This design comes from an exercise in tuning for small area, a short achievable clock period and few clock cycles per item on the open sky130 flow, not from production work.
RTL that was checked went through simulation tests only; none was proved equivalent to the original.
The RTL of runs 3 to 5 was laid out without a check of its function.
No activity file was given, so power comes from the tool's default toggle rates.

[flow/constraint.sdc]
create_clock -name core_clock -period 25.0 [get_ports {clk}]
set_input_delay 5.0000 -clock core_clock [delete_from_list [all_inputs] [get_ports {clk}]]
set_output_delay 5.0000 -clock core_clock [all_outputs]
set_load 0.01 [all_outputs]
[flow/design.v]
module dsk_decoder (
    input  wire         clk,
    input  wire         rst,
    input  wire         in_valid,
    output wire         in_ready,
    input  wire [183:0] in_key,
    input  wire [4:0]   in_klen,
    output reg          out_valid,
    input  wire         out_ready,
    output reg          out_sign,
    output reg  [1:0]   out_class,
    output reg  [31:0]  out_exp,
    output reg  [5:0]   out_dcnt,
    output reg  [143:0] out_digits,
    output wire [2:0]   out_status,
    output wire [4:0]   out_detail
);
    reg         s0_v;
    reg [183:0] s0_key;
    reg [4:0]   s0_klen;
    reg         s1_v;
    reg         s1_e1;
    reg [3:0]   s1_det1;
    reg         s1_sign;
    reg [1:0]   s1_cls;
    reg         s1_d1;
    reg         s1_adjpos;
    reg [30:0]  s1_ep;
    reg [119:0] s1_dec;
    reg [3:0]   s1_g;
    reg [6:0]   s1_ke;
    reg         s1_e2;
    reg [3:0]   s1_det2;
    reg         s1_tail;
    wire         a_e1;
    wire [3:0]   a_det1;
    wire         a_sign;
    wire [1:0]   a_cls;
    wire         a_d1;
    wire         a_adjpos;
    wire [30:0]  a_ep;
    wire [119:0] a_dec;
    wire [3:0]   a_g;
    wire [6:0]   a_ke;
    wire         a_e2;
    wire [3:0]   a_det2;
    wire         a_tail;
    dsk_stage_a sa (
        .key(s0_key), .klen(s0_klen),
        .e1(a_e1), .det1(a_det1), .sign(a_sign), .cls(a_cls), .d1(a_d1),
        .adjpos(a_adjpos), .ep(a_ep), .dec(a_dec), .g(a_g), .ke(a_ke),
        .e2(a_e2), .det2(a_det2), .tail(a_tail)
    );
    wire         b_sign;
    wire [1:0]   b_cls;
    wire [31:0]  b_exp;
    wire [5:0]   b_dcnt;
    wire [143:0] b_digits;
    wire         b_status;
    wire [3:0]   b_detail;
    dsk_stage_b sb (
        .e1(s1_e1), .det1(s1_det1), .sign_in(s1_sign), .cls_in(s1_cls), .d1(s1_d1),
        .adjpos(s1_adjpos), .ep(s1_ep), .dec(s1_dec), .g(s1_g), .ke(s1_ke),
        .e2(s1_e2), .det2(s1_det2), .tail(s1_tail),
        .sign(b_sign), .cls(b_cls), .exp(b_exp), .dcnt(b_dcnt),
        .digits(b_digits), .status(b_status), .detail(b_detail)
    );
    reg         out_st;
    reg [3:0]   out_det;
    reg         sk_v;
    reg         sk_sign;
    reg [1:0]   sk_cls;
    reg [31:0]  sk_exp;
    reg [5:0]   sk_dcnt;
    reg [143:0] sk_digits;
    reg         sk_st;
    reg [3:0]   sk_det;
    assign out_status = {2'b00, out_st};
    assign out_detail = {1'b0, out_det};
    reg  ovn;                           
    reg  rdy;                           
    wire adv  = ~sk_v;                  
    assign in_ready = rdy;
    always @(posedge clk) begin
        if (adv) begin
            s0_key    <= in_key;
            s0_klen   <= in_klen;
            s1_e1     <= a_e1;
            s1_det1   <= a_det1;
            s1_sign   <= a_sign;
            s1_cls    <= a_cls;
            s1_d1     <= a_d1;
            s1_adjpos <= a_adjpos;
            s1_ep     <= a_ep;
            s1_dec    <= a_dec;
            s1_g      <= a_g;
            s1_ke     <= a_ke;
            s1_e2     <= a_e2;
            s1_det2   <= a_det2;
            s1_tail   <= a_tail;
            sk_sign   <= b_sign;
            sk_cls    <= b_cls;
            sk_exp    <= b_exp;
            sk_dcnt   <= b_dcnt;
            sk_digits <= b_digits;
            sk_st     <= b_status;
            sk_det    <= b_detail;
        end
        if (out_ready || ovn) begin
            out_sign   <= sk_v ? sk_sign   : b_sign;
            out_class  <= sk_v ? sk_cls    : b_cls;
            out_exp    <= sk_v ? sk_exp    : b_exp;
            out_dcnt   <= sk_v ? sk_dcnt   : b_dcnt;
            out_st     <= sk_v ? sk_st     : b_status;
            out_det    <= sk_v ? sk_det    : b_detail;
            out_digits[143:112] <= sk_v ? sk_digits[143:112] : b_digits[143:112];
        end
        if (out_ready || (ovn && !sk_v))
            out_digits[111:56] <= sk_v ? sk_digits[111:56] : b_digits[111:56];
        if (out_ready || (ovn && rdy))
            out_digits[55:0] <= sk_v ? sk_digits[55:0] : b_digits[55:0];
    end
    always @(posedge clk) begin
        if (rst) begin
            s0_v      <= 1'b0;
            s1_v      <= 1'b0;
            out_valid <= 1'b0;
            ovn       <= 1'b1;
            sk_v      <= 1'b0;
            rdy       <= 1'b1;
        end else if (sk_v) begin
            if (out_ready) begin
                sk_v <= 1'b0;
                rdy  <= 1'b1;
            end
        end else begin
            s0_v <= in_valid;
            s1_v <= s0_v;
            if (ovn || out_ready) begin
                out_valid <= s1_v;
                ovn       <= ~s1_v;
            end
            else begin
                sk_v <= s1_v;
                rdy  <= ~s1_v;
            end
        end
    end
endmodule
module dsk_add3 (
    input  wire [3:0] i,
    output wire [3:0] o
);
    wire ge5 = i[3] | (i[2] & (i[1] | i[0]));
    assign o[3] = ge5;
    assign o[2] = (~ge5 & i[2]) | (i[3] & i[0]);
    assign o[1] = (~ge5 & i[1]) | (i[2] & i[1] & i[0]) | (i[3] & ~i[0]);
    assign o[0] = i[0] ^ ge5;
endmodule
module dsk_bcd10 (
    input  wire [9:0]  v,
    output wire [11:0] d
);
    wire [3:0] a1, a2, a3, a4, a5, a6, a7;
    wire [3:0] b1, b2, b3, b4;
    dsk_add3 c1 (.i({1'b0, v[9:7]}),  .o(a1));
    dsk_add3 c2 (.i({a1[2:0], v[6]}), .o(a2));
    dsk_add3 c3 (.i({a2[2:0], v[5]}), .o(a3));
    dsk_add3 c4 (.i({a3[2:0], v[4]}), .o(a4));
    dsk_add3 c5 (.i({a4[2:0], v[3]}), .o(a5));
    dsk_add3 c6 (.i({a5[2:0], v[2]}), .o(a6));
    dsk_add3 c7 (.i({a6[2:0], v[1]}), .o(a7));
    dsk_add3 t1 (.i({1'b0, a1[3], a2[3], a3[3]}), .o(b1));
    dsk_add3 t2 (.i({b1[2:0], a4[3]}), .o(b2));
    dsk_add3 t3 (.i({b2[2:0], a5[3]}), .o(b3));
    dsk_add3 t4 (.i({b3[2:0], a6[3]}), .o(b4));
    assign d[3:0]  = {a7[2:0], v[0]};
    assign d[7:4]  = {b4[2:0], a7[3]};
    assign d[11:8] = {b1[3], b2[3], b3[3], b4[3]};
endmodule
module dsk_stage_a (
    input  wire [183:0] key,
    input  wire [4:0]   klen,
    output wire         e1,         
    output wire [3:0]   det1,
    output wire         sign,
    output wire [1:0]   cls,
    output wire         d1,         
    output wire         adjpos,     
    output wire [30:0]  ep,         
    output wire [119:0] dec,        
    output wire [3:0]   g,          
    output reg  [6:0]   ke,         
    output wire         e2,         
    output wire [3:0]   det2,
    output wire         tail        
);
    integer i, j;
    genvar gk;
    wire [7:0] b0   = key[183:176];
    wire       tbit = key[180];
    wire [29:0] rb;                
    generate
        for (gk = 0; gk < 30; gk = gk + 1) begin : g_rb
            assign rb[gk] = key[179 - gk];
        end
    endgenerate
    reg [30:0] po, pz;             
    reg [29:0] o1, o2, o4, o8, z1, z2, z4, z8;
    always @* begin
        for (i = 0; i < 30; i = i + 1) begin o1[i] = rb[i]; z1[i] = ~rb[i]; end
        for (i = 0; i < 30; i = i + 1) begin
            o2[i] = (i >= 1) ? o1[i] & o1[i - 1] : o1[i];
            z2[i] = (i >= 1) ? z1[i] & z1[i - 1] : z1[i];
        end
        for (i = 0; i < 30; i = i + 1) begin
            o4[i] = (i >= 2) ? o2[i] & o2[i - 2] : o2[i];
            z4[i] = (i >= 2) ? z2[i] & z2[i - 2] : z2[i];
        end
        for (i = 0; i < 30; i = i + 1) begin
            o8[i] = (i >= 4) ? o4[i] & o4[i - 4] : o4[i];
            z8[i] = (i >= 4) ? z4[i] & z4[i - 4] : z4[i];
        end
        po[0] = 1'b1; pz[0] = 1'b1;
        for (i = 0; i < 30; i = i + 1) begin
            po[i + 1] = (i >= 8) ? o8[i] & o8[i - 8] : o8[i];
            pz[i + 1] = (i >= 8) ? z8[i] & z8[i - 8] : z8[i];
        end
        for (i = 16; i < 30; i = i + 1) begin
            po[i + 1] = po[i + 1] & po[i - 15];
            pz[i + 1] = pz[i + 1] & pz[i - 15];
        end
    end
    wire [30:0] pre;               
    wire [29:0] ft;                
    generate
        for (gk = 0; gk < 31; gk = gk + 1) begin : g_pre
            assign pre[gk] = tbit ? po[gk] : pz[gk];
        end
        for (gk = 0; gk < 30; gk = gk + 1) begin : g_ft
            assign ft[gk] = tbit ? (po[gk] & ~rb[gk]) : (pz[gk] & rb[gk]);
        end
    endgenerate
    reg [4:0] u;                   
    reg [4:0] uc;                  
    reg [5:0] uq;                  
    reg [4:0] ur;                  
    always @* begin
        u = 5'd0;
        uq = 6'd0;
        ur = 5'd0;
        for (i = 0; i < 30; i = i + 1) begin
            u = u | ({5{ft[i]}} & i[4:0]);
            uq[i / 5] = uq[i / 5] | ft[i];
            ur[i % 5] = ur[i % 5] | ft[i];
        end
        uc = 5'd0;
        for (i = 1; i <= 30; i = i + 1)
            uc = uc | ({5{pre[i] & ((i == 30) ? 1'b1 : ~pre[i + 1])}} & i[4:0]);
    end
    reg [22:0] lsel;               
    always @* begin
        for (i = 0; i < 23; i = i + 1)
            lsel[i] = (klen == i + 1);
    end
    wire L0   = (klen == 5'd0);
    wire L1   = lsel[0];
    wire Lbig = (klen > 5'd23);
    wire run_trunc = (lsel[1] & pre[12]) | (lsel[2] & pre[20]) | (lsel[3] & pre[28]);
    wire run_long  = pre[30];
    reg [4:0] qa;
    reg [4:0] ra;                  
    always @* begin
        qa = 5'd0;
        ra = 5'd0;
        for (i = 2; i < 24; i = i + 1)
            if (klen == i) begin
                qa = (4 * i - 3) / 5;
                ra[(4 * i - 3) % 5] = 1'b1;
            end
    end
    reg borrow;
    reg [4:0] r5;                  
    always @* begin
        borrow = 1'b0;
        r5 = 5'd0;
        for (i = 0; i < 5; i = i + 1)
            for (j = 0; j < 5; j = j + 1) begin
                if (i < j) borrow = borrow | (ra[i] & ur[j]);
                r5[(i - j + 5) % 5] = r5[(i - j + 5) % 5] | (ra[i] & ur[j]);
            end
    end
    reg [2:0] qb;                  
    always @* begin
        qb = 3'd0;
        for (i = 0; i < 6; i = i + 1)
            qb = qb | ({3{uq[i]}} & i[2:0]);
    end
    wire [5:0] gsel = {1'b0, qa} - {3'b0, qb} - {5'b0, borrow};
    wire pay_trunc = gsel[5];
    wire g_zero    = (gsel == 6'd0);
    wire g_many    = (gsel[4:0] > 5'd12);
    assign g = gsel[3:0];
    wire [207:0] z = {28'd0, key[179:0]};
    wire [179:0] s4;
    wire [163:0] s3;
    wire [155:0] s2;
    wire [151:0] s1;
    wire [149:0] xv;
    generate
        for (gk = 0; gk < 180; gk = gk + 1) begin : a4
            wire sel = (gk < 90) ? u[4] : uc[4];
            if (gk + 32 <= 207)
                assign s4[179 - gk] = sel ? z[207 - gk - 32] : z[207 - gk];
            else
                assign s4[179 - gk] = ~sel & z[207 - gk];
        end
        for (gk = 0; gk < 164; gk = gk + 1) begin : a3
            wire sel = (gk < 82) ? u[3] : uc[3];
            assign s3[163 - gk] = sel ? s4[179 - gk - 16] : s4[179 - gk];
        end
        for (gk = 0; gk < 156; gk = gk + 1) begin : a2
            wire sel = (gk < 78) ? u[2] : uc[2];
            assign s2[155 - gk] = sel ? s3[163 - gk - 8] : s3[163 - gk];
        end
        for (gk = 0; gk < 152; gk = gk + 1) begin : a1
            wire sel = (gk < 76) ? u[1] : uc[1];
            assign s1[151 - gk] = sel ? s2[155 - gk - 4] : s2[155 - gk];
        end
        for (gk = 0; gk < 150; gk = gk + 1) begin : a0
            assign xv[149 - gk] = u[0] ? s1[151 - gk - 2] : s1[151 - gk];
        end
    endgenerate
    assign dec = xv[119:0];
    assign ep[0] = xv[120] ^ ~tbit;
    generate
        for (gk = 1; gk < 31; gk = gk + 1) begin : g_ep
            if (gk < 30)
                assign ep[gk] = (pre[gk] & (xv[120 + gk] ^ ~tbit)) | ft[gk - 1];
            else
                assign ep[gk] = ft[gk - 1];
        end
    endgenerate
    assign adjpos = key[183] ~^ tbit;
    always @* begin
        ke = 7'd0;
        for (i = 1; i <= 12; i = i + 1)
            if (gsel[3:0] == i) ke = adjpos ? (7'd0 - 3 * i - 1) : (7'd4 - 3 * i);
    end
    reg [2:0] lastp;               
    always @* begin
        lastp = 3'd0;
        for (i = 0; i < 23; i = i + 1)
            lastp = lastp | ({3{lsel[i]}} & {|key[181 - 8*i -: 2], |key[179 - 8*i -: 2], |key[177 - 8*i -: 2]});
    end
    assign tail = (~r5[0] & lastp[0]) | ((r5[2] | r5[3] | r5[4]) & lastp[1]) |
                  ((r5[3] | r5[4]) & lastp[2]);
    reg       r_e1;
    reg [3:0] r_det1;
    reg       r_sign;
    reg [1:0] r_cls;
    reg       r_d1;
    always @* begin
        r_e1   = 1'b1;
        r_det1 = 4'd0;
        r_sign = 1'b0;
        r_cls  = 2'd0;
        r_d1   = 1'b0;
        if (L0)
            r_det1 = 4'd1;
        else if (Lbig)
            r_det1 = 4'd14;
        else if (L1) begin
            case (b0)
                8'h00: begin r_sign = 1'b1; r_cls = 2'd1; end
                8'h40: begin r_sign = 1'b1; r_d1 = 1'b1; end
                8'h80: begin r_d1 = 1'b1; end
                8'hC0: begin r_cls = 2'd1; end
                8'hE0: begin r_cls = 2'd2; end
                default: r_det1 = 4'd2;
            endcase
        end
        else if (b0[6])
            r_det1 = 4'd3;
        else if (b0[5])
            r_det1 = 4'd4;
        else if (b0[7:2] == 6'b100011 || b0[7:2] == 6'b000100)
            r_det1 = 4'd5;
        else if (run_trunc)
            r_det1 = 4'd6;
        else if (run_long)
            r_det1 = 4'd7;
        else if (pay_trunc)
            r_det1 = 4'd6;
        else begin
            r_e1   = 1'b0;
            r_sign = ~key[183];
        end
    end
    assign e1   = r_e1;
    assign det1 = r_det1;
    assign sign = r_sign;
    assign cls  = r_cls;
    assign d1   = r_d1;
    assign e2   = g_zero | g_many | r5[4];
    assign det2 = g_zero ? 4'd6 : g_many ? 4'd9 : 4'd10;
endmodule
module dsk_stage_b (
    input  wire         e1,
    input  wire [3:0]   det1,
    input  wire         sign_in,
    input  wire [1:0]   cls_in,
    input  wire         d1,
    input  wire         adjpos,
    input  wire [30:0]  ep,
    input  wire [119:0] dec,
    input  wire [3:0]   g,
    input  wire [6:0]   ke,
    input  wire         e2,
    input  wire [3:0]   det2,
    input  wire         tail,
    output wire         sign,
    output wire [1:0]   cls,
    output wire [31:0]  exp,
    output wire [5:0]   dcnt,
    output wire [143:0] digits,
    output wire         status,
    output wire [3:0]   detail
);
    integer i;
    genvar gk;
    wire neg = sign_in;            
    reg [11:0] gvalid, glast;
    always @* begin
        for (i = 0; i < 12; i = i + 1) begin
            gvalid[i] = (g > i);
            glast[i]  = (g == i + 1);
        end
    end
    localparam [28:0] EREM = 29'd463129089;
    reg lo_gt, lo_eq;
    always @* begin
        lo_gt = 1'b0;
        lo_eq = 1'b1;
        for (i = 28; i >= 0; i = i - 1) begin
            if (!EREM[i]) lo_gt = lo_gt | (lo_eq & ep[i]);
            lo_eq = lo_eq & (ep[i] == EREM[i]);
        end
    end
    wire exp_large = ep[30] | (ep[29] & lo_gt);
    wire [5:0]  g3 = {g, 1'b0} + {2'b0, g};
    wire [31:0] xe = adjpos ? {1'b0, ep} : ~{1'b0, ep};
    wire [7:0]  lo = {1'b0, xe[6:0]} + {1'b0, ke};
    wire [24:0] xh = xe[31:7];
    reg  [24:0] pa1, pa2, pa4, pa8, pa16, pz1, pz2, pz4, pz8, pz16;
    reg  [24:0] allone, allzero;   
    always @* begin
        for (i = 0; i < 25; i = i + 1) begin pa1[i] = xh[i]; pz1[i] = ~xh[i]; end
        for (i = 0; i < 25; i = i + 1) begin
            pa2[i] = (i >= 1) ? pa1[i] & pa1[i - 1] : pa1[i];
            pz2[i] = (i >= 1) ? pz1[i] & pz1[i - 1] : pz1[i];
        end
        for (i = 0; i < 25; i = i + 1) begin
            pa4[i] = (i >= 2) ? pa2[i] & pa2[i - 2] : pa2[i];
            pz4[i] = (i >= 2) ? pz2[i] & pz2[i - 2] : pz2[i];
        end
        for (i = 0; i < 25; i = i + 1) begin
            pa8[i] = (i >= 4) ? pa4[i] & pa4[i - 4] : pa4[i];
            pz8[i] = (i >= 4) ? pz4[i] & pz4[i - 4] : pz4[i];
        end
        for (i = 0; i < 25; i = i + 1) begin
            pa16[i] = (i >= 8) ? pa8[i] & pa8[i - 8] : pa8[i];
            pz16[i] = (i >= 8) ? pz8[i] & pz8[i - 8] : pz8[i];
        end
        allone[0] = 1'b1; allzero[0] = 1'b1;
        for (i = 1; i < 25; i = i + 1) begin
            allone[i]  = (i >= 17) ? pa16[i - 1] & pa16[i - 17] : pa16[i - 1];
            allzero[i] = (i >= 17) ? pz16[i - 1] & pz16[i - 17] : pz16[i - 1];
        end
    end
    reg [24:0] hi;
    always @* begin
        for (i = 0; i < 25; i = i + 1)
            hi[i] = xh[i] ^ (ke[6] ? (~lo[7] & allzero[i]) : (lo[7] & allone[i]));
    end
    wire [31:0] fexp = {hi, lo[6:0]};
    reg [9:0] v [0:11];
    always @* begin
        for (i = 0; i < 12; i = i + 1)
            v[i] = dec[119 - 10*i -: 10];
    end
    reg bad_declet, zero_last;
    always @* begin
        bad_declet = 1'b0;
        zero_last  = 1'b0;
        for (i = 0; i < 12; i = i + 1) begin
            bad_declet = bad_declet | (gvalid[i] & (&v[i][9:5]) & (v[i][4] | v[i][3]));
            zero_last  = zero_last | (glast[i] & ~(|v[i]));
        end
    end
    localparam [9:0] C99 = 10'd99, C899 = 10'd899, C900 = 10'd900;
    reg gt99, gt899, gt900, eq99, eq899, eq900;
    always @* begin
        gt99 = 1'b0; gt899 = 1'b0; gt900 = 1'b0;
        eq99 = 1'b1; eq899 = 1'b1; eq900 = 1'b1;
        for (i = 9; i >= 0; i = i - 1) begin
            if (!C99[i])  gt99  = gt99  | (eq99  & v[0][i]);
            if (!C899[i]) gt899 = gt899 | (eq899 & v[0][i]);
            if (!C900[i]) gt900 = gt900 | (eq900 & v[0][i]);
            eq99  = eq99  & (v[0][i] == C99[i]);
            eq899 = eq899 & (v[0][i] == C899[i]);
            eq900 = eq900 & (v[0][i] == C900[i]);
        end
    end
    wire lead_bad = neg ? (glast[0] ? gt900 : gt899) : ~gt99;
    wire ok = ~e1 & ~exp_large & ~e2 & ~bad_declet & ~tail & ~zero_last & ~lead_bad;
    wire [143:0] fd;
    generate
        for (gk = 0; gk < 12; gk = gk + 1) begin : g_dig
            wire [9:0]  w = neg ? (10'd999 - v[gk] + {9'd0, glast[gk]}) : v[gk];
            wire [11:0] bd;
            dsk_bcd10 u_bcd (.v(w), .d(bd));
            wire en = gvalid[gk] & ok;
            assign fd[12*gk + 3 -: 4]  = {4{en}} & bd[11:8];
            assign fd[12*gk + 7 -: 4]  = {4{en}} & bd[7:4];
            assign fd[12*gk + 11 -: 4] = {4{en}} & bd[3:0];
        end
    endgenerate
    reg [3:0] r_det;
    always @* begin
        if (e1)               r_det = det1;
        else if (exp_large)   r_det = 4'd8;
        else if (e2)          r_det = det2;
        else if (bad_declet)  r_det = 4'd11;
        else if (tail)        r_det = 4'd10;
        else if (zero_last)   r_det = 4'd12;
        else if (lead_bad)    r_det = 4'd13;
        else                  r_det = 4'd0;
    end
    assign detail = r_det;
    assign status = (r_det != 4'd0);
    assign sign   = (e1 | ok) & sign_in;
    assign cls    = cls_in;
    assign exp    = {32{ok}} & fexp;
    assign dcnt   = ok ? g3 : {5'd0, d1};
    assign digits = fd;
endmodule
[flow/flow/run.sh]
#!/bin/bash
# The standard layout (the standard.sh, standard synthesis included), with
# plain buffers on the ports instead of the default port buffer cell.
set -euo pipefail
bash standard.sh "BUFFER_PORTS_ARGS=-buffer_cell sky130_fd_sc_hd__buf_2" finish > standard_flow.log 2>&1
[flow/config.mk]
export PLATFORM = sky130hd
export DESIGN_NAME = dsk_decoder
export DESIGN_NICKNAME = dsk_decoder
export VERILOG_FILES = /design/flow/design.v
export SDC_FILE = /design/flow/constraint.sdc
export NUM_CORES = 8
export LEC_CHECK = 0
export ABC_AREA = 1
export CAP_MARGIN = 80
export CORE_MARGIN = 2
export CORE_UTILIZATION = 40
export PLACE_DENSITY = 0.6
export SLEW_MARGIN = 80
[flow/standard.sh]
#!/bin/bash
# synth_recipe.tcl (not shown) runs the flow's synth.tcl, then flattens the netlist and writes it again
# the make line also repeats each setting of config.mk as NAME=value (left out here)
make -C /OpenROAD-flow-scripts/flow DESIGN_CONFIG=/design/flow/config.mk WORK_HOME=/design/flow/orfs CLKGATE_MAP_FILE= SYNTH_SCRIPT=/design/flow/synth_recipe.tcl "${@:-finish}"
==> reports/metrics.yaml, run 1 <==
status:
  status: "no timing/DRC/antenna violations"
worst_hold_path:
  hp-start: "sk_det[0]"
  holdPathStages: 2
  min_path_type: "reg2reg"
  holdPathEnd: "sk_det[0]"
place:
  gp_congestion: 1.00
  dp_hpwl_um: 151000
  io_buffer_count: 384
clock_network:
  cts_tree: "built"
  insertion_delay_ns: 0.73
  ctsHoldBuffers: 0
  root_buffer: "clkbuf_16"
  post_cts_buffers: 0
  cts_inserted_buffers: 87
  clockBufferDepth: 3
  cts_sinks: 753
  ctsHtreeMaxLevel: 3
  cts.clk_slew.worst_paths_ns: 0.07
  cts-resized-gates: 0
cells_and_area:
  drive_gt1_share_pct: 18.7
  nNetsFinal: 7846
  utilization_pct: 50.5
  area_growth_pct: 25.7
job:
  cap_violations: 0
routing:
  drt_iter0_drc: 4501
  ant_nets: 0
  wl_per_cell_um: 19.9
  drc: 0
  drt-vias-per-instance: 5.37
  dr.pass1.iters: 7
  dr_total_vias: 50100
  drt_wl_total_um: 186000
die:
  core_um2: 127000
  io_pins: 388
  die_h_um: 361
  dieArea_um2: 131000
  initial_utilization_pct: 40.2
  num_rows: 131
  die_w_um: 361
timing:
  period_share_pct: 27.1
  rsz0062_at_grt: "no"
  skew_ns: 0.0474
  tns_ns: 0
  hold_violations: 0
  fin_crit_ns: 6.76
  fmax_mhz: 148
  setup_violations: 0
  slew_viol_final: 0
logic_synthesis:
  synth_seq_cells: 753
  synth-edff-count: 701
  ys_seq_area_share_pct: 43.2
  yosysWarnings: 4
  syn_area_um2: 51100
  syn_inst: 7022
  synth_area_per_cell_um2: 7.28
  synthDistinctLibCells: 69
  ys.flop_type: "edfxtp_1"
  ys_async_sr_fraction_pct: 0
critical_path:
  slowest_stage: "edfxtp_1"
  r2r_cells: 36
  worstSetupStartpointType: "flip-flop"
  critPathTopFamily: "simple AND/OR/NAND/NOR gates"
  cp_data_required_time_ns: 25.44
  path_class: "reg2reg"
  critPathMaxFanout: 6
  rr_endpoint: "s1_ke[3]"
  cp.arrival_ns: 7.20
  rrSetupSlack_ns: 18.24
  cp-end-kind: "flip-flop"
  crit-reg2reg-launch: "s0_key[179]"
  cp.buffers_inverters: 10
  cp_common_cell: "nor2_1"
  critPathMaxStageDelay_ns: 0.47
pwr:
  ir_drop_mv: 0.0648
  cellLeakagePower_nw: 30.3
  powerDensity_nw_per_um2: 102
global_route:
  antenna_found_initial: 5
  grt_pass1_vias: 46900
  overflow: 0
  grt_pass1_wl_um: 279000
  grt_max_degree: 55
  gr-usage-all-layers_pct: 27.7
cell type report:
class | instances | area (µm²)
clock inverters | 60 | 578
fillers | 12300 | 63000
multi-input cells | 5213 | 28300
inverters | 821 | 3180
flip-flops and latches | 753 | 22100
well taps | 1662 | 2080
repair buffers | 724 | 5710
clock buffers | 100 | 2280
diodes | 1 | 2.50
stage by stage:
| stage | setup WS, ns | instances | total power [mW] | cell area (µm²) | hold slack [ns] |
|---|---|---|---|---|---|
| finish | 18.24 | 9334 | 6.58 | 64200 | 0.449 |
| global route | 17.75 | 9333 | 7.18 | 64200 | 0.468 |
| CTS | 18.29 | 9314 | 6.54 | 63600 | 0.451 |
| detailed placement | 18.37 | 9154 | 5.22 | 60700 | 0.438 |
| global placement | 17.98 | 8875 | 4.90 | 54500 | 0.436 |
| floorplan | 9.30 | 7024 | 4.22 | 51100 | 0.414 |
state kept, by name, indices dropped and copies added, names as in the netlist, 2 cells and up:
register and cells:
s0_key 184, s1_cls 2, out_dcnt 6, sk_cls 2, s1_ep 31, out_det 4, s0_klen 5, sk_exp 32
s1_det2 4, s1_det1 4, sk_det 4, s1_dec 120, out_class 2, s1_g 4, sk_digits 144, out_digits 144
s1_ke 7, sk_dcnt 6, out_exp 32
how the worst max path moves through the flow:
stage / start / end / cells past startpoint
3_5_place_dp: s0_key[176] / s1_ke[3] / 36
4_1_cts: s0_key[176] / s1_ke[3] / 36
5_1_grt: s0_key[179] / s1_ke[3] / 36
6_report: s0_key[179] / s1_ke[3] / 36
2_1_floorplan: sk_v / s0_key[0] / 3
3_3_place_gp: s0_key[180] / s1_ke[3] / 28
per-layer routing:
metal / vias to the layer above / GRT usage, % / share of wire (%)
met5: - / 0 / 0.020
met4: 6 / 12.5 / 4.8
met3: 373 / 3.87 / 6.2
met2: 1690 / 45.2 / 46
met1: 23400 / 36.6 / 43
li1: 24600 / - / -
synthesized netlist by cell type (4+ instances only):
library cell	n	share of area, %
fa_1	4	0.16
or2_2	48	0.59
buf_2	48	0.47
clkbuf_1	119	0.87
a221oi_1	6	0.10
nor3_1	61	0.60
nand4_1	100	1.2
a21oi_1	110	1.1
o21ai_1	253	2.5
mux2i_1	70	1.4
xor2_1	130	2.2
o2111ai_1	7	0.12
clkinv_1	9	0.066
nor2_4	5	0.11
or2_1	26	0.32
nand3_1	762	7.5
buf_4	17	0.25
nand2_1	2384	18
o22ai_1	12	0.15
o21ai_0	425	4.2
o221ai_1	4	0.069
o21a_1	9	0.13
a211oi_1	24	0.35
o41ai_1	5	0.086
o21bai_1	5	0.073
a22oi_1	5	0.073
or4_1	6	0.088
and2_1	12	0.15
nor2_1	446	3.3
o211ai_1	76	1.1
edfxtp_1	701	41
nor2_2	6	0.073
buf_1	50	0.37
inv_1	786	5.8
nor4_1	34	0.42
nand3b_1	13	0.19
dfxtp_1	52	2.0
xnor2_1	14	0.24
a31oi_1	49	0.60
inv_2	26	0.19
o31ai_1	10	0.15
ha_1	49	1.2
report_power, final:
group / switching, mW / internal (mW) / total [mW]
Sequential: 0.0995 / 1.50 / 1.60
Clock: 0.567 / 0.727 / 1.29
Combinational: 2.54 / 1.15 / 3.69
Total: 3.21 / 3.38 / 6.58
tightest hold or removal path, cell delays in order (launching register included):
cell,delay [ns]
dfxtp_1,0.30
nand2_1,0.04
nand2_1,0.07
cells in the final DEF (no fill, tap or decap), drive strengths merged, types with 13 or more instances in the layout:
master            n
clkdlybuf4s15    17
or2              77
nor3             65
clkinv           47
mux2i            70
xor2            130
clkbuf          116
buf             654
nand4           100
xnor2            14
nor4             36
dfxtp            52
nand3b           13
clkdlybuf4s18    27
edfxtp          701
a21oi           110
a211oi           24
inv             822
nand3           766
a31oi            49
nor2            458
ha               49
o21ai           681
nand2          2388
o211ai           76
cells by family after synthesis:
group	count (synthesis)	synth area share [%]
other	1	0.00734
flip-flops	753	43.2
XOR/XNOR	144	2.47
AO/OA/AOI/OAI	1019	11.1
multiplexers	70	1.37
adder cells (fa/ha/maj)	53	1.36
AND/OR/NAND/NOR	3924	32.5
buffers and inverters	1058	8.05
Testbench counts, summed over its fixed seeds: cycles 16,024, items 16,000.
==> run 2, diff against run 1 <==
--- a/flow/config.mk
+++ b/flow/config.mk
@@ -7,7 +7,7 @@
 export LEC_CHECK = 0
 export ABC_AREA = 1
-export CAP_MARGIN = 80
+export CAP_MARGIN = 60
 export CORE_MARGIN = 2
 export CORE_UTILIZATION = 40
 export PLACE_DENSITY = 0.6
-export SLEW_MARGIN = 80
+export SLEW_MARGIN = 60
==> run 2 against run 1 <==
  * First-iteration DRC count up 3.8%
  * Critical path depth decreased by 10
  * Combinational power fell by 8.1%
  * Highest routed layer unchanged
  * Cell count decreased by 3.0%
  * Global-route usage decreased by 0.43 points
  * Still clean on timing, DRC and antenna
==> reports/metrics.yaml, run 2 <==
logic_synthesis:
  synth-xor-area-share_pct: 2.47
  synth_compound_area_share_pct: 11.1
  synth-simple-area-share_pct: 32.5
  syn_area_um2: 51100
  synth-edff-count: 701
  ys_async_sr_fraction_pct: 0
  synth_commonest_cells: "nand2_1, inv_1, nand3_1"
  yosysWarnings: 4
  yosys.area_share.adder_pct: 1.36
  synthTopCellsByArea: "edfxtp_1, nand2_1, nand3_1, inv_1, o21ai_0"
  yosysMostFrequentCell: "nand2_1"
  synth_top_area_share_pct: 41.2
  synth_area_per_cell_um2: 7.28
  ys.flop_type: "edfxtp_1"
  synth_top_area_cell: "edfxtp_1"
  synthDistinctLibCells: 69
  ys_seq_area_share_pct: 43.2
  synthMuxAreaShare_pct: 1.37
  synth_seq_cells: 753
  synth_top_family_by_area: "simple AND/OR/NAND/NOR gates"
  syn_inst: 7022
critical_path:
  path_class: "reg2reg"
  cp_data_required_time_ns: 25.45
  critPathMaxFanout: 47
  worstSetupStartpointType: "flip-flop"
  rrSetupSlack_ns: 18.28
  cp.arrival_ns: 7.17
  cp-end-kind: "flip-flop"
  r2r_cells: 26
timing:
  slew_viol_final: 0
  fmax_mhz: 149
  setup_violations: 0
  rsz0062_at_grt: "no"
  fin_crit_ns: 6.72
  tns_ns: 0
  tightest_slew_ns: 0.620
  slew-limit-headroom_pct: 57.5
  hold_violations: 0
  skew_ns: 0.0446
  period_share_pct: 26.9
cells_and_area:
  n_antenna_cell: 0
  drive_gt1_share_pct: 9.84
  instances_no_fill: 9053
  max_flop_register: "s0_key"
  layout_common_cells: "nand2_1, inv_1, nand3_1"
  top_regs: "s0_key x184, out_digits x144, sk_digits x144"
  largest_reg_flops: 184
  final_design_area_no_fill_um2: 58100
  nFillCells: 13000
  layout_commonest_cell: "nand2_1"
  area_growth_pct: 13.6
  nNetsFinal: 7567
die:
  die_w_um: 361
  die_h_um: 361
  core_um2: 127000
  io_pins: 388
  dieArea_um2: 131000
  num_rows: 131
  initial_utilization_pct: 40.2
clock_network:
  post_cts_buffers: 0
  cts_sinks: 753
  root_buffer: "clkbuf_16"
  cts_tree: "built"
  cts-resized-gates: 0
  cts_inserted_buffers: 88
  clockBufferDepth: 3
  cts.clk_slew.worst_paths_ns: 0.06
  ctsHoldBuffers: 0
  ctsHtreeMaxLevel: 3
  insertion_delay_ns: 0.74
global_route:
  overflow: 0
  antenna_found_initial: 2
  grt_max_degree: 108
  grt_pass1_vias: 45200
  gr-usage-all-layers_pct: 27.3
  grt_pass1_wl_um: 273000
worst_hold_path:
  min_path_type: "reg2reg"
  holdPathStages: 2
routing:
  dr_total_vias: 48800
  ant_nets: 0
  drt_wl_total_um: 184000
  wl_per_cell_um: 20.3
  drt-vias-per-instance: 5.39
  drt_iter0_drc: 4671
  drc: 0
  dr.pass1.iters: 6
place:
  dp_hpwl_um: 146000
  gp_congestion: 1.00
  io_buffer_count: 384
  placed_area_um2: 55000
  dp.cells: 8888
pwr:
  cellLeakagePower_nw: 28.1
  p_total_mw: 6.35
  powerDensity_nw_per_um2: 109
  ir_drop_mv: 0.0656
job:
  cap_violations: 0
status:
  status: "no timing/DRC/antenna violations"
## run 2: cell counts after synthesis
Identical to the previous run, type by type.
## run 2: area by class of cell
cell class	instances	area (µm²)	area share, %
inverter	821	3110	5.36
timing repair buffer	444	2800	4.82
tap	1662	2080	3.58
clock buffer	104	2290	3.95
sequential	753	22100	38.0
multi-input combinational	5213	25100	43.3
clock inverter	56	568	0.978
## run 2: routing by layer
metal | global-route usage [%] | vias up | part of all wire, % | routed length, µm
met3 | 4.20 | 372 | 6.8 | 12500
met1 | 35.9 | 22600 | 43 | 79200
met2 | 44.4 | 1735 | 46 | 83800
met4 | 12.1 | 4 | 4.6 | 8540
met5 | 0 | - | 0.015 | 27
li1 | - | 24100 | - | -
## run 2: worst max-delay path, cell delays in order, from the launching register on
cell and delay (ns):
edfxtp_1 0.33, buf_6 0.36, clkinv_1 0.36, buf_4 0.41
nor3_1 0.30, a21oi_1 0.14, o21ai_0 0.22, nand2_1 0.18
a31oi_1 0.32, nand4_1 0.44, nand2_1 0.18, nand4_1 0.13
a2111o_1 0.35, fa_1 0.56, fa_1 0.50, xor2_1 0.18
inv_1 0.14, nor2_1 0.10, inv_1 0.16, nor2_1 0.08
nand2_1 0.11, o21ai_0 0.11, a21oi_1 0.16, nor2_1 0.06
o21ai_0 0.17, a21oi_1 0.08, or2_2 0.27
## run 2: stage by stage
stage	util [%]	hold WS (ns)	setup WS, ns
after floorplan	-	0.414	9.30
after global placement	42.8	0.436	17.98
after detailed placement	43.3	0.444	18.47
after CTS	45.5	0.458	18.44
after global routing	45.7	0.473	17.91
final	45.7	0.455	18.28
## run 2: cells by family (layout without fill, tap and decap cells)
| kind of cell | after synthesis | count (layout) |
|---|---|---|
| compound gates | 1019 | 1019 |
| xor+xnor | 144 | 144 |
| fa+ha+maj | 53 | 53 |
| buf+inv | 1058 | 1425 |
| flops | 753 | 753 |
| mux | 70 | 70 |
| other cells | 1 | 3 |
| simple gates | 3924 | 3924 |
## run 2: path summary, 6_finish.rpt
path / from / to
hold / removal: sk_det[1] / sk_det[1]
setup reg to reg: s0_key[180] / s1_ke[3]
setup / recovery: s0_key[180] / s1_ke[3]
hold reg to reg: sk_det[1] / sk_det[1]
## run 2: report_power, final
group / switching [mW] / leakage (nW) / total, mW / internal (mW)
sequential: 0.158 / 8.41 / 1.66 / 1.51
combinational: 2.38 / 18.3 / 3.39 / 1.01
clock: 0.564 / 1.38 / 1.30 / 0.735
total: 3.10 / 28.1 / 6.35 / 3.25
==> run 3, diff against run 2 <==
--- a/flow/design.v
+++ b/flow/design.v
@@ -343,8 +343,22 @@
     endgenerate
     assign adjpos = key[183] ~^ tbit;
+    reg [6:0] kp, kn;              
     always @* begin
-        ke = 7'd0;
-        for (i = 1; i <= 12; i = i + 1)
-            if (gsel[3:0] == i) ke = adjpos ? (7'd0 - 3 * i - 1) : (7'd4 - 3 * i);
+        case (gsel[3:0])
+            4'd1: begin kp = 7'd124; kn = 7'd1; end
+            4'd2: begin kp = 7'd121; kn = 7'd126; end
+            4'd3: begin kp = 7'd118; kn = 7'd123; end
+            4'd4: begin kp = 7'd115; kn = 7'd120; end
+            4'd5: begin kp = 7'd112; kn = 7'd117; end
+            4'd6: begin kp = 7'd109; kn = 7'd114; end
+            4'd7: begin kp = 7'd106; kn = 7'd111; end
+            4'd8: begin kp = 7'd103; kn = 7'd108; end
+            4'd9: begin kp = 7'd100; kn = 7'd105; end
+            4'd10: begin kp = 7'd97; kn = 7'd102; end
+            4'd11: begin kp = 7'd94; kn = 7'd99; end
+            4'd12: begin kp = 7'd91; kn = 7'd96; end
+            default: begin kp = 7'd0; kn = 7'd0; end
+        endcase
+        ke = adjpos ? kp : kn;
     end
     reg [2:0] lastp;               
==> run 3 against run 2 <==
  * Still clean on timing, DRC and antenna
  * Clock power is 5% higher
  * Cell count up 2.1%
  * Sequential cell count unchanged
  * Maximum frequency is 3.0% higher
  * Non-clock buffer count down 6
  * Sequential power decreased by 3%
  * Clock-buffer cell count decreased by 1
  * Critical endpoint is now s1_det2[3]
  * Largest cell class unchanged
  * Highest routed layer unchanged
==> reports/metrics.yaml, run 3 <==
critical_path:
  critPathMaxFanout: 9
  cp.buffers_inverters: 8
  critPathTopFamily: "simple AND/OR/NAND/NOR gates"
  cp.arrival_ns: 6.97
  slowest_stage: "edfxtp_1"
  cp_data_required_time_ns: 25.46
  critPathMaxStageDelay_ns: 0.51
  worstSetupStartpointType: "flip-flop"
  path_class: "reg2reg"
  cp-end-kind: "flip-flop"
logic_synthesis:
  synth_seq_cells: 753
  synthTopCellsByArea: "edfxtp_1, nand2_1, nand3_1, inv_1, o21ai_0"
  synth-edff-count: 701
  synthDistinctLibCells: 76
  yosysMostFrequentCell: "nand2_1"
  synth_area_per_cell_um2: 7.29
  syn_area_um2: 52100
  synth_top_area_cell: "edfxtp_1"
  synth_commonest_cells: "nand2_1, inv_1, nand3_1"
  ys_async_sr_fraction_pct: 0
  synth_top_area_share_pct: 40.4
  ys.flop_type: "edfxtp_1"
  yosysWarnings: 4
  syn_inst: 7149
  ys_seq_area_share_pct: 42.4
die:
  die_w_um: 365
  num_rows: 132
  io_pins: 388
  die_h_um: 365
  initial_utilization_pct: 40.3
  core_um2: 129000
  dieArea_um2: 133000
timing:
  rsz0062_at_grt: "no"
  setup_violations: 0
  hold_violations: 0
  worst_slack_ns: 18.48
  tns_ns: 0
  slew_viol_final: 0
  fmax_mhz: 153
  fin_crit_ns: 6.52
  slew-limit-headroom_pct: 53.7
  tightest_slew_ns: 0.690
  skew_ns: 0.0447
  period_share_pct: 26.1
job:
  cap_violations: 0
cells_and_area:
  final_design_area_no_fill_um2: 58900
  drive_gt1_share_pct: 9.92
  largest_reg_flops: 184
  area_growth_pct: 13.0
  nNetsFinal: 7680
  layout_commonest_cell: "nand2_1"
  top_regs: "s0_key x184, out_digits x144, sk_digits x144"
  max_flop_register: "s0_key"
  layout_common_cells: "nand2_1, inv_1, nand3_1"
  n_antenna_cell: 0
  instances_no_fill: 9240
global_route:
  overflow: 0
  grt_pass1_wl_um: 270000
  busiest_layer: "met2"
  grt_max_degree: 115
  grt_use_met1_pct: 36.8
  use_met2_pct: 41.0
  met3_usage_pct: 3.70
  grt_pass1_vias: 45000
  gr-usage-all-layers_pct: 26.6
  antenna_found_initial: 4
place:
  io_buffer_count: 384
  placed_area_um2: 55700
  dp_hpwl_um: 143000
  gp_congestion: 1.03
  dp.cells: 9078
  place_ws_ns: 18.57
routing:
  ant_nets: 0
  drt_wl_total_um: 181000
  dr.pass1.iters: 8
  drt-vias-per-instance: 5.35
  drt_iter0_drc: 4865
  wl_per_cell_um: 19.5
  dr_total_vias: 49400
  drc: 0
pwr:
  cellLeakagePower_nw: 28.5
  ir_drop_mv: 0.0657
  p_total_mw: 6.02
  powerDensity_nw_per_um2: 102
clock_network:
  cts.clk_slew.worst_paths_ns: 0.06
  root_buffer: "clkbuf_16"
  ctsHtreeMaxLevel: 3
  ctsHoldBuffers: 0
  clockBufferDepth: 3
  cts_sinks: 753
  cts-resized-gates: 0
  cts_inserted_buffers: 87
  insertion_delay_ns: 0.72
  cts_tree: "built"
  post_cts_buffers: 0
status:
  status: "no timing/DRC/antenna violations"
worst_hold_path:
  min_path_type: "reg2reg"
==> run 3: final timing paths <==
kind | from | to | slack (ns) | cells after the start
max | s0_key[179] | s1_det2[3] | 18.48 | 32
min | sk_exp[31] | sk_exp[31] | 0.45 | 2
max reg2reg | s0_key[179] | s1_det2[3] | 18.48 | 32
min reg2reg | sk_exp[31] | sk_exp[31] | 0.45 | 2
==> run 3: metrics by stage <==
| step | hold slack [ns] | util [%] |
|---|---|---|
| finish | 0.448 | 45.5 |
| global route | 0.483 | 45.5 |
| CTS | 0.450 | 45.4 |
| detailed placement | 0.436 | 43.0 |
| global placement | 0.433 | 42.6 |
| floorplan | 0.418 | - |
==> run 3: worst reg2reg max path, delay by kind of cell (launching register included) <==
| family | cells | cell delay [ns] |
|---|---|---|
| simple gates | 18 | 3.33 |
| buf+inv | 8 | 0.86 |
| compound gates | 4 | 0.81 |
| fa+ha+maj | 2 | 0.73 |
| flops | 1 | 0.51 |
==> run 3: logic make-up after synthesis <==
logic type	share of synthesized area, %
AO/OA/AOI/OAI	11.0
XOR/XNOR	1.95
adder cells (fa/ha/maj)	1.43
buffers and inverters	8.80
flip-flops	42.4
multiplexers	1.62
other	0.00720
AND/OR/NAND/NOR	32.8
==> run 3: report_power, final <==
group / switching, mW / total (mW) / internal (mW)
Combinational: 2.14 / 3.03 / 0.896
Sequential: 0.115 / 1.61 / 1.50
Clock: 0.551 / 1.37 / 0.823
==> run 3: area by class of cell <==
class / count / area (µm²)
Fill cell: 13000 / 70400
Multi-Input combinational cell: 5315 / 25700
Sequential cell: 753 / 22100
Inverter: 835 / 3170
Timing Repair Buffer: 438 / 2650
Clock buffer: 103 / 2290
Tap cell: 1742 / 2180
Clock inverter: 54 / 749
==> run 3: layer usage <==
layer / vias up / routed length [µm] / share of wire (%)
met5: - / 22 / 0.012
met3: 361 / 12600 / 7.0
met4: 4 / 8760 / 4.9
li1: 24400 / - / -
met1: 22800 / 80900 / 45
met2: 1853 / 78400 / 43
==> run 4, diff against run 3 <==
--- a/flow/design.v
+++ b/flow/design.v
@@ -29,5 +29,4 @@
     reg [119:0] s1_dec;
     reg [3:0]   s1_g;
-    reg [6:0]   s1_ke;
     reg         s1_e2;
     reg [3:0]   s1_det2;
@@ -42,5 +41,4 @@
     wire [119:0] a_dec;
     wire [3:0]   a_g;
-    wire [6:0]   a_ke;
     wire         a_e2;
     wire [3:0]   a_det2;
@@ -49,5 +47,5 @@
         .key(s0_key), .klen(s0_klen),
         .e1(a_e1), .det1(a_det1), .sign(a_sign), .cls(a_cls), .d1(a_d1),
-        .adjpos(a_adjpos), .ep(a_ep), .dec(a_dec), .g(a_g), .ke(a_ke),
+        .adjpos(a_adjpos), .ep(a_ep), .dec(a_dec), .g(a_g),
         .e2(a_e2), .det2(a_det2), .tail(a_tail)
     );
@@ -61,5 +59,5 @@
     dsk_stage_b sb (
         .e1(s1_e1), .det1(s1_det1), .sign_in(s1_sign), .cls_in(s1_cls), .d1(s1_d1),
-        .adjpos(s1_adjpos), .ep(s1_ep), .dec(s1_dec), .g(s1_g), .ke(s1_ke),
+        .adjpos(s1_adjpos), .ep(s1_ep), .dec(s1_dec), .g(s1_g),
         .e2(s1_e2), .det2(s1_det2), .tail(s1_tail),
         .sign(b_sign), .cls(b_cls), .exp(b_exp), .dcnt(b_dcnt),
@@ -95,5 +93,4 @@
             s1_dec    <= a_dec;
             s1_g      <= a_g;
-            s1_ke     <= a_ke;
             s1_e2     <= a_e2;
             s1_det2   <= a_det2;
@@ -191,5 +188,4 @@
     output wire [119:0] dec,        
     output wire [3:0]   g,          
-    output reg  [6:0]   ke,         
     output wire         e2,         
     output wire [3:0]   det2,
@@ -343,23 +339,4 @@
     endgenerate
     assign adjpos = key[183] ~^ tbit;
-    reg [6:0] kp, kn;              
-    always @* begin
-        case (gsel[3:0])
-            4'd1: begin kp = 7'd124; kn = 7'd1; end
-            4'd2: begin kp = 7'd121; kn = 7'd126; end
-            4'd3: begin kp = 7'd118; kn = 7'd123; end
-            4'd4: begin kp = 7'd115; kn = 7'd120; end
-            4'd5: begin kp = 7'd112; kn = 7'd117; end
-            4'd6: begin kp = 7'd109; kn = 7'd114; end
-            4'd7: begin kp = 7'd106; kn = 7'd111; end
-            4'd8: begin kp = 7'd103; kn = 7'd108; end
-            4'd9: begin kp = 7'd100; kn = 7'd105; end
-            4'd10: begin kp = 7'd97; kn = 7'd102; end
-            4'd11: begin kp = 7'd94; kn = 7'd99; end
-            4'd12: begin kp = 7'd91; kn = 7'd96; end
-            default: begin kp = 7'd0; kn = 7'd0; end
-        endcase
-        ke = adjpos ? kp : kn;
-    end
     reg [2:0] lastp;               
     always @* begin
@@ -414,5 +391,5 @@
     assign e1   = r_e1;
     assign det1 = r_det1;
-    assign sign = r_sign;
+    assign sign = L1 ? ((b0 == 8'h00) | (b0 == 8'h40)) : ~key[183];
     assign cls  = r_cls;
     assign d1   = r_d1;
@@ -430,5 +407,4 @@
     input  wire [119:0] dec,
     input  wire [3:0]   g,
-    input  wire [6:0]   ke,
     input  wire         e2,
     input  wire [3:0]   det2,
@@ -465,4 +441,23 @@
     wire [5:0]  g3 = {g, 1'b0} + {2'b0, g};
     wire [31:0] xe = adjpos ? {1'b0, ep} : ~{1'b0, ep};
+    reg [6:0] kp, kn;
+    always @* begin
+        case (g)
+            4'd1: begin kp = 7'd124; kn = 7'd1; end
+            4'd2: begin kp = 7'd121; kn = 7'd126; end
+            4'd3: begin kp = 7'd118; kn = 7'd123; end
+            4'd4: begin kp = 7'd115; kn = 7'd120; end
+            4'd5: begin kp = 7'd112; kn = 7'd117; end
+            4'd6: begin kp = 7'd109; kn = 7'd114; end
+            4'd7: begin kp = 7'd106; kn = 7'd111; end
+            4'd8: begin kp = 7'd103; kn = 7'd108; end
+            4'd9: begin kp = 7'd100; kn = 7'd105; end
+            4'd10: begin kp = 7'd97; kn = 7'd102; end
+            4'd11: begin kp = 7'd94; kn = 7'd99; end
+            4'd12: begin kp = 7'd91; kn = 7'd96; end
+            default: begin kp = 7'd0; kn = 7'd0; end
+        endcase
+    end
+    wire [6:0] ke = adjpos ? kp : kn;
     wire [7:0]  lo = {1'b0, xe[6:0]} + {1'b0, ke};
     wire [24:0] xh = xe[31:7];
@@ -554,5 +549,5 @@
     assign detail = r_det;
     assign status = (r_det != 4'd0);
-    assign sign   = (e1 | ok) & sign_in;
+    assign sign   = (ok | (e1 & (det1 == 4'd0))) & sign_in;
     assign cls    = cls_in;
     assign exp    = {32{ok}} & fexp;
==> flow/flow/run.sh (replaced) <==
#!/bin/bash
# The standard layout (the standard.sh, standard synthesis included), with
# plain buffers on the ports instead of the default port buffer cell.
set -euo pipefail
bash standard.sh "BUFFER_PORTS_ARGS=-buffer_cell sky130_fd_sc_hd__buf_1" finish > standard_flow.log 2>&1
--- a/flow/config.mk
+++ b/flow/config.mk
@@ -9,5 +9,8 @@
 export CAP_MARGIN = 60
 export CORE_MARGIN = 2
-export CORE_UTILIZATION = 40
-export PLACE_DENSITY = 0.6
+export CORE_UTILIZATION = 65
+export CTS_BUF_LIST = sky130_fd_sc_hd__clkbuf_16
+export CTS_CLUSTER_DIAMETER = 80
+export CTS_CLUSTER_SIZE = 30
+export PLACE_DENSITY = 0.7
 export SLEW_MARGIN = 60
==> run 4 against run 3 <==
  * Critical endpoint is now sb.kp[4]
  * Still clean
  * Sequential share of layout area up 1.7 points
  * First-iteration DRC count up 44%
  * Highest routed layer is now met4
  * Clock skew down 0.0013 ns
  * Sequential cell count up 6
==> reports/metrics.yaml, run 4 <==
global_route:
  use_met2_pct: 63.2
  met3_usage_pct: 5.67
  antenna_found_initial: 0
  overflow: 0
  grt_pass1_vias: 46500
  grt_pass1_wl_um: 257000
  grt_max_degree: 137
  gr-usage-all-layers_pct: 39.9
  busiest_layer: "met2"
  grt_use_met1_pct: 52.8
routing:
  drt-vias-per-instance: 6.06
  dr_total_vias: 51900
  drt_iter0_drc: 6999
  dr.pass1.iters: 9
  drc: 0
  wl_per_cell_um: 19.9
  ant_nets: 0
  drt_wl_total_um: 170000
clock_network:
  cts_tree: "built"
  cts-resized-gates: 0
  cts.clk_slew.worst_paths_ns: 0.11
  cts_sinks: 759
  root_buffer: "clkbuf_16"
  cts_inserted_buffers: 40
  ctsHoldBuffers: 0
  ctsHtreeMaxLevel: 2
  post_cts_buffers: 0
  insertion_delay_ns: 0.66
  clockBufferDepth: 3
die:
  initial_utilization_pct: 65.3
  die_w_um: 288
  dieArea_um2: 82800
  num_rows: 104
  die_h_um: 288
  core_um2: 80200
  io_pins: 388
logic_synthesis:
  syn_inst: 7262
  synth_top_area_cell: "edfxtp_1"
  synthDistinctLibCells: 66
  synth_commonest_cells: "nand2_1, nand3_1, inv_1"
  ys.flop_type: "edfxtp_1"
  syn_area_um2: 52300
  yosysWarnings: 4
  synth_top_area_share_pct: 39.8
  synthTopCellsByArea: "edfxtp_1, nand2_1, nand3_1, inv_1, o21ai_0"
  ys_seq_area_share_pct: 42.3
  yosysMostFrequentCell: "nand2_1"
  synth_seq_cells: 759
  synth-edff-count: 694
  synth_area_per_cell_um2: 7.20
  ys_async_sr_fraction_pct: 0
status:
  status: "no timing/DRC/antenna violations"
timing:
  slew-limit-headroom_pct: 55.7
  rsz0062_at_grt: "no"
  fin_crit_ns: 6.47
  setup_violations: 0
  tns_ns: 0
  slew_viol_final: 0
  skew_ns: 0.0434
  fmax_mhz: 155
  hold_violations: 0
  period_share_pct: 25.9
  tightest_slew_ns: 0.658
cells_and_area:
  layout_common_cells: "nand2_1, nand3_1, inv_1"
  final_design_area_no_fill_um2: 56400
  max_flop_register: "s0_key"
  nNetsFinal: 7732
  largest_reg_flops: 184
  layout_commonest_cell: "nand2_1"
  area_growth_pct: 7.79
  top_regs: "s0_key x184, out_digits x144, sk_digits x144"
  drive_gt1_share_pct: 4.16
pwr:
  ir_drop_mv: 0.0885
  powerDensity_nw_per_um2: 123
  cellLeakagePower_nw: 26.7
  p_total_mw: 6.93
place:
  gp_congestion: 1.08
  placed_area_um2: 54600
  dp_hpwl_um: 133000
  io_buffer_count: 384
worst_hold_path:
  holdPathEnd: "sk_sign"
  min_path_type: "reg2reg"
  holdPathStages: 2
  hp-start: "sk_sign"
critical_path:
  worstSetupStartpointType: "flip-flop"
  rrSetupSlack_ns: 18.53
  slowest_stage: "o21ai_0"
  path_class: "reg2reg"
  startpoint: "s0_key[180]"
  rr_endpoint: "sb.kp[4]"
  cp_common_cell: "inv_1"
  r2r_cells: 30
  cp_data_required_time_ns: 25.53
  cp-end-kind: "flip-flop"
  cp.arrival_ns: 7.00
  critPathMaxStageDelay_ns: 0.49
  critPathMaxFanout: 56
  crit-reg2reg-launch: "s0_key[180]"
job:
  cap_violations: 0
-- run 4: cell types whose count changed in the layout (fill, tap and decap cells not counted), moves of 19 or more --
cell	delta
nand2_1	-59
o211ai_1	+50
buf_1	+382
o21ai_0	-59
clkbuf_16	-48
or2_2	+25
nand4_1	-31
o21ai_1	-93
mux2i_1	-50
nand3_1	+242
inv_1	+25
buf_2	-385
xor2_1	+23
nor4_1	+19
-- run 4: worst max-delay path by stage --
stage | slack [ns] | to | depth (start not counted)
floorplan | 9.19 | s0_key[0] | 5
global placement | 18.34 | out_exp[10] | 4
detailed placement | 18.38 | out_exp[7] | 4
CTS | 18.67 | out_digits[12] | 1
global route | 18.15 | sb.kp[4] | 30
finish | 18.53 | sb.kp[4] | 30
-- run 4: where the power goes --
| group | switching (mW) | internal [mW] |
|---|---|---|
| registers | 0.136 | 1.52 |
| logic | 3.19 | 1.28 |
| clock network | 0.472 | 0.342 |
-- run 4: kinds of logic after synthesis --
family | Yosys count | share of synthesized area, %
AO/OA/AOI/OAI | 925 | 10.2
flip-flops | 759 | 42.3
multiplexers | 32 | 0.612
AND/OR/NAND/NOR | 4217 | 34.5
XOR/XNOR | 146 | 2.44
adder cells (fa/ha/maj) | 57 | 1.42
buffers and inverters | 1125 | 8.49
other | 1 | 0.00717
-- run 4: through the flow --
stage / setup slack, ns / cells / utilization [%] / hold WS [ns]
6_report: 18.53 / 8570 / 70.3 / 0.459
5_1_grt: 18.15 / 8569 / 70.3 / 0.495
4_1_cts: 18.67 / 8560 / 70.0 / 0.461
3_5_place_dp: 18.38 / 8491 / 68.2 / 0.439
3_3_place_gp: 18.34 / 8487 / 67.7 / 0.431
2_1_floorplan: 9.19 / 7264 / - / 0.418
-- run 4: critical path: cells and delay by family (launching register included) --
family          cells  cell delay, ns
compound gates      7            1.91
xor+xnor            1            0.13
fa+ha+maj           2            0.73
buf+inv            10            1.58
flops               1            0.36
simple gates       10            1.57
-- run 4: routing by layer --
| layer | share of wire, % | wire length [µm] |
|---|---|---|
| met1 | 38 | 64400 |
| met2 | 45 | 76700 |
| met3 | 10 | 17600 |
| met4 | 6.8 | 11700 |
| met5 | 0 | 0 |
-- run 4: final cells by class --
cell class                 count  area (µm²)
multi-input combinational   5380       26000
fill                        6470       23800
sequential                   759       22100
inverter                     868        3290
timing repair buffer         433        2190
tap                         1060        1330
clock buffer                  41        1030
clock inverter                28         438
antenna                        1        2.50
==> run 5, diff against run 4 <==
--- a/flow/config.mk
+++ b/flow/config.mk
@@ -9,5 +9,5 @@
 export CAP_MARGIN = 60
 export CORE_MARGIN = 2
-export CORE_UTILIZATION = 65
+export CORE_UTILIZATION = 60
 export CTS_BUF_LIST = sky130_fd_sc_hd__clkbuf_16
 export CTS_CLUSTER_DIAMETER = 80
==> run 5 against run 4 <==
  * Wire length increased by 0.78%
  * Hold slack improved by 0.0059 ns
  * Synthesized cell count unchanged
  * Synthesized area is the same
  * Still clean
  * Power shrank 1.3%
  * Maximum frequency increased by 2.0%
  * Setup slack gained 0.13 ns
  * First-iteration DRC count shrank 10%
  * Clock skew increased by 0.015 ns
==> reports/metrics.yaml, run 5 <==
status:
  status: "no timing/DRC/antenna violations"
timing:
  tightest_slew_ns: 0.606
  worst_slack_ns: 18.66
  period_share_pct: 25.4
  rsz0062_at_grt: "no"
  tns_ns: 0
  skew_ns: 0.0584
  fin_crit_ns: 6.34
  slew-limit-headroom_pct: 58.5
  setup_violations: 0
  fmax_mhz: 158
  slew_viol_final: 0
  hold_violations: 0
critical_path:
  path_class: "reg2reg"
  cp_common_cell: "inv_1"
  slowest_stage: "o21ai_1"
  critPathMaxStageDelay_ns: 0.46
  critPathMaxFanout: 56
  cp.arrival_ns: 6.87
  cp-end-kind: "flip-flop"
  cp_data_required_time_ns: 25.53
  worstSetupStartpointType: "flip-flop"
die:
  core_um2: 86600
  dieArea_um2: 89600
  initial_utilization_pct: 60.4
  die_h_um: 299
  io_pins: 388
  num_rows: 108
  die_w_um: 299
logic_synthesis:
  synth_top_area_share_pct: 39.8
  synth_commonest_cells: "nand2_1, nand3_1, inv_1"
  synth_seq_cells: 759
  synth_area_per_cell_um2: 7.20
  synth-edff-count: 694
  syn_area_um2: 52300
  ys_seq_area_share_pct: 42.3
  ys.flop_type: "edfxtp_1"
  synthTopCellsByArea: "edfxtp_1, nand2_1, nand3_1, inv_1, o21ai_0"
  yosysWarnings: 4
  synthDistinctLibCells: 66
  syn_inst: 7262
  ys_async_sr_fraction_pct: 0
  yosysMostFrequentCell: "nand2_1"
  synth_top_area_cell: "edfxtp_1"
global_route:
  grt_pass1_wl_um: 259000
  grt_max_degree: 142
  grt_pass1_vias: 45800
  antenna_found_initial: 1
  gr-usage-all-layers_pct: 37.1
  overflow: 0
cells_and_area:
  layout_common_cells: "nand2_1, nand3_1, inv_1"
  final_design_area_no_fill_um2: 56600
  top_regs: "s0_key x184, out_digits x144, sk_digits x144"
  drive_gt1_share_pct: 4.25
  nNetsFinal: 7730
  area_growth_pct: 8.25
  largest_reg_flops: 184
  max_flop_register: "s0_key"
  layout_commonest_cell: "nand2_1"
  instances_no_fill: 8665
routing:
  ant_nets: 0
  drc: 0
  top_layer: "met4"
  wl_met1_um: 68300
  dr_total_vias: 51100
  drt_iter0_drc: 6266
  drt-vias-per-instance: 5.90
  drt_wl_total_um: 172000
  wl_per_cell_um: 19.8
  dr.pass1.iters: 8
  wl_met2_um: 76700
  route.met3.wl_um: 16100
place:
  dp_hpwl_um: 135000
  gp_congestion: 1.06
  io_buffer_count: 384
  dp.cells: 8589
  place_ws_ns: 18.58
  placed_area_um2: 54900
clock_network:
  post_cts_buffers: 0
  cts-resized-gates: 0
  cts_inserted_buffers: 42
  ctsHoldBuffers: 0
  insertion_delay_ns: 0.66
  cts_sinks: 759
  cts_tree: "built"
  ctsHtreeMaxLevel: 2
  cts.clk_slew.worst_paths_ns: 0.11
  root_buffer: "clkbuf_16"
  clockBufferDepth: 3
job:
  cap_violations: 0
pwr:
  cellLeakagePower_nw: 26.8
  ir_drop_mv: 0.0960
  p_total_mw: 6.84
  powerDensity_nw_per_um2: 121
worst_hold_path:
  min_path_type: "reg2reg"
## run 5: cell count changes in the layout (fill, tap and decap cells not counted), moves of 4 or more
cell / before / now
xor2_1: 130 / 126
o21ai_0: 381 / 371
buf_8: 10 / 4
o21ai_1: 141 / 149
xor2_2: 1 / 5
## run 5: final cells by class
type | count | area, µm²
inverter | 868 | 3300
antenna | 1 | 2.50
multi-input combinational | 5380 | 26000
timing repair buffer | 429 | 2150
fill | 7513 | 30000
sequential | 759 | 22100
clock inverter | 30 | 474
tap | 1155 | 1450
clock buffer | 43 | 1080
## run 5: report_power, final
part	switching (mW)	internal [mW]
registers	0.135	1.52
clock network	0.480	0.360
logic	3.07	1.28
## run 5: path summary, 6_finish.rpt
kind	slack, ns	depth (start not counted)	endpoint	startpoint
setup / recovery	18.66	30	sb.kp[4]	s0_key[180]
hold / removal	0.47	2	sk_exp[31]	sk_exp[31]
setup reg to reg	18.66	30	sb.kp[4]	s0_key[180]
hold reg to reg	0.47	2	sk_exp[31]	sk_exp[31]
## run 5: cell families (layout without fill, tap and decap cells)
family	Yosys count	count (layout)	share of synthesized area [%]
simple gates	4217	4217	34.5
mux	32	32	0.612
other cells	1	4	0.00717
fa+ha+maj	57	57	1.42
flops	759	759	42.3
compound gates	925	925	10.2
xor+xnor	146	146	2.44
buf+inv	1125	1370	8.49
## run 5: critical path, delay by kind of cell, from the launching register on
kind / cells / cell delay [ns]
compound gates: 7 / 1.67
simple gates: 10 / 1.58
xor+xnor: 1 / 0.34
flops: 1 / 0.35
fa+ha+maj: 2 / 0.64
buf+inv: 10 / 1.60
## run 5: stage by stage
stage / hold slack, ns / utilization [%]
after global placement: 0.433 / 62.8
final: 0.465 / 65.4
after global routing: 0.482 / 65.4
after floorplan: 0.418 / -
after detailed placement: 0.443 / 63.4
after CTS: 0.468 / 65.2
## run 5: per-layer routing
| metal | vias to the layer above | global-route usage (%) |
|---|---|---|
| li1 | 24600 | - |
| met1 | 23400 | 50.1 |
| met2 | 2688 | 58.3 |
| met3 | 453 | 5.41 |
| met4 | 0 | 19.7 |
| met5 | - | 0 |

## what the ideal ports hide
No port has a modelled driver above. Below, the same layouts with a new extraction and two added sets of constraints.
Step 1: set_driving_cell puts a clkbuf_16 on clk and a buf_2 on each other input, an assumption about the parent block.
Step 2 also shifts input and output timing later by t, the mid clock arrival at the registers, as if the neighbouring blocks saw the same clock.
a / b / c = ideal / step 1 / step 2; a / b = the first two.
run	t (ns)	slack for setup (ns)	worst setup path at the end	latest minus earliest clock arrival (ns)	worst register clock-pin slew, ns
run 1	0.785	18.236 / 18.236 / 18.236	register to register	0.048 / 0.048	0.07 / 0.07
run 2	0.798	18.284 / 18.284 / 18.284	register to register	0.046 / 0.046	0.07 / 0.07
run 3	0.768	18.482 / 18.482 / 18.482	register to register	0.044 / 0.044	0.08 / 0.08
run 4	0.710	18.533 / 18.533 / 18.270	input to register	0.046 / 0.045	0.12 / 0.12
run 5	0.710	18.658 / 18.627 / 18.542	input to register	0.059 / 0.059	0.12 / 0.12
After both steps every run listed still meets setup and hold. The setup slack of run 4, which loses most, moves by 0.000 ns with the drivers and by -0.263 ns with both steps.
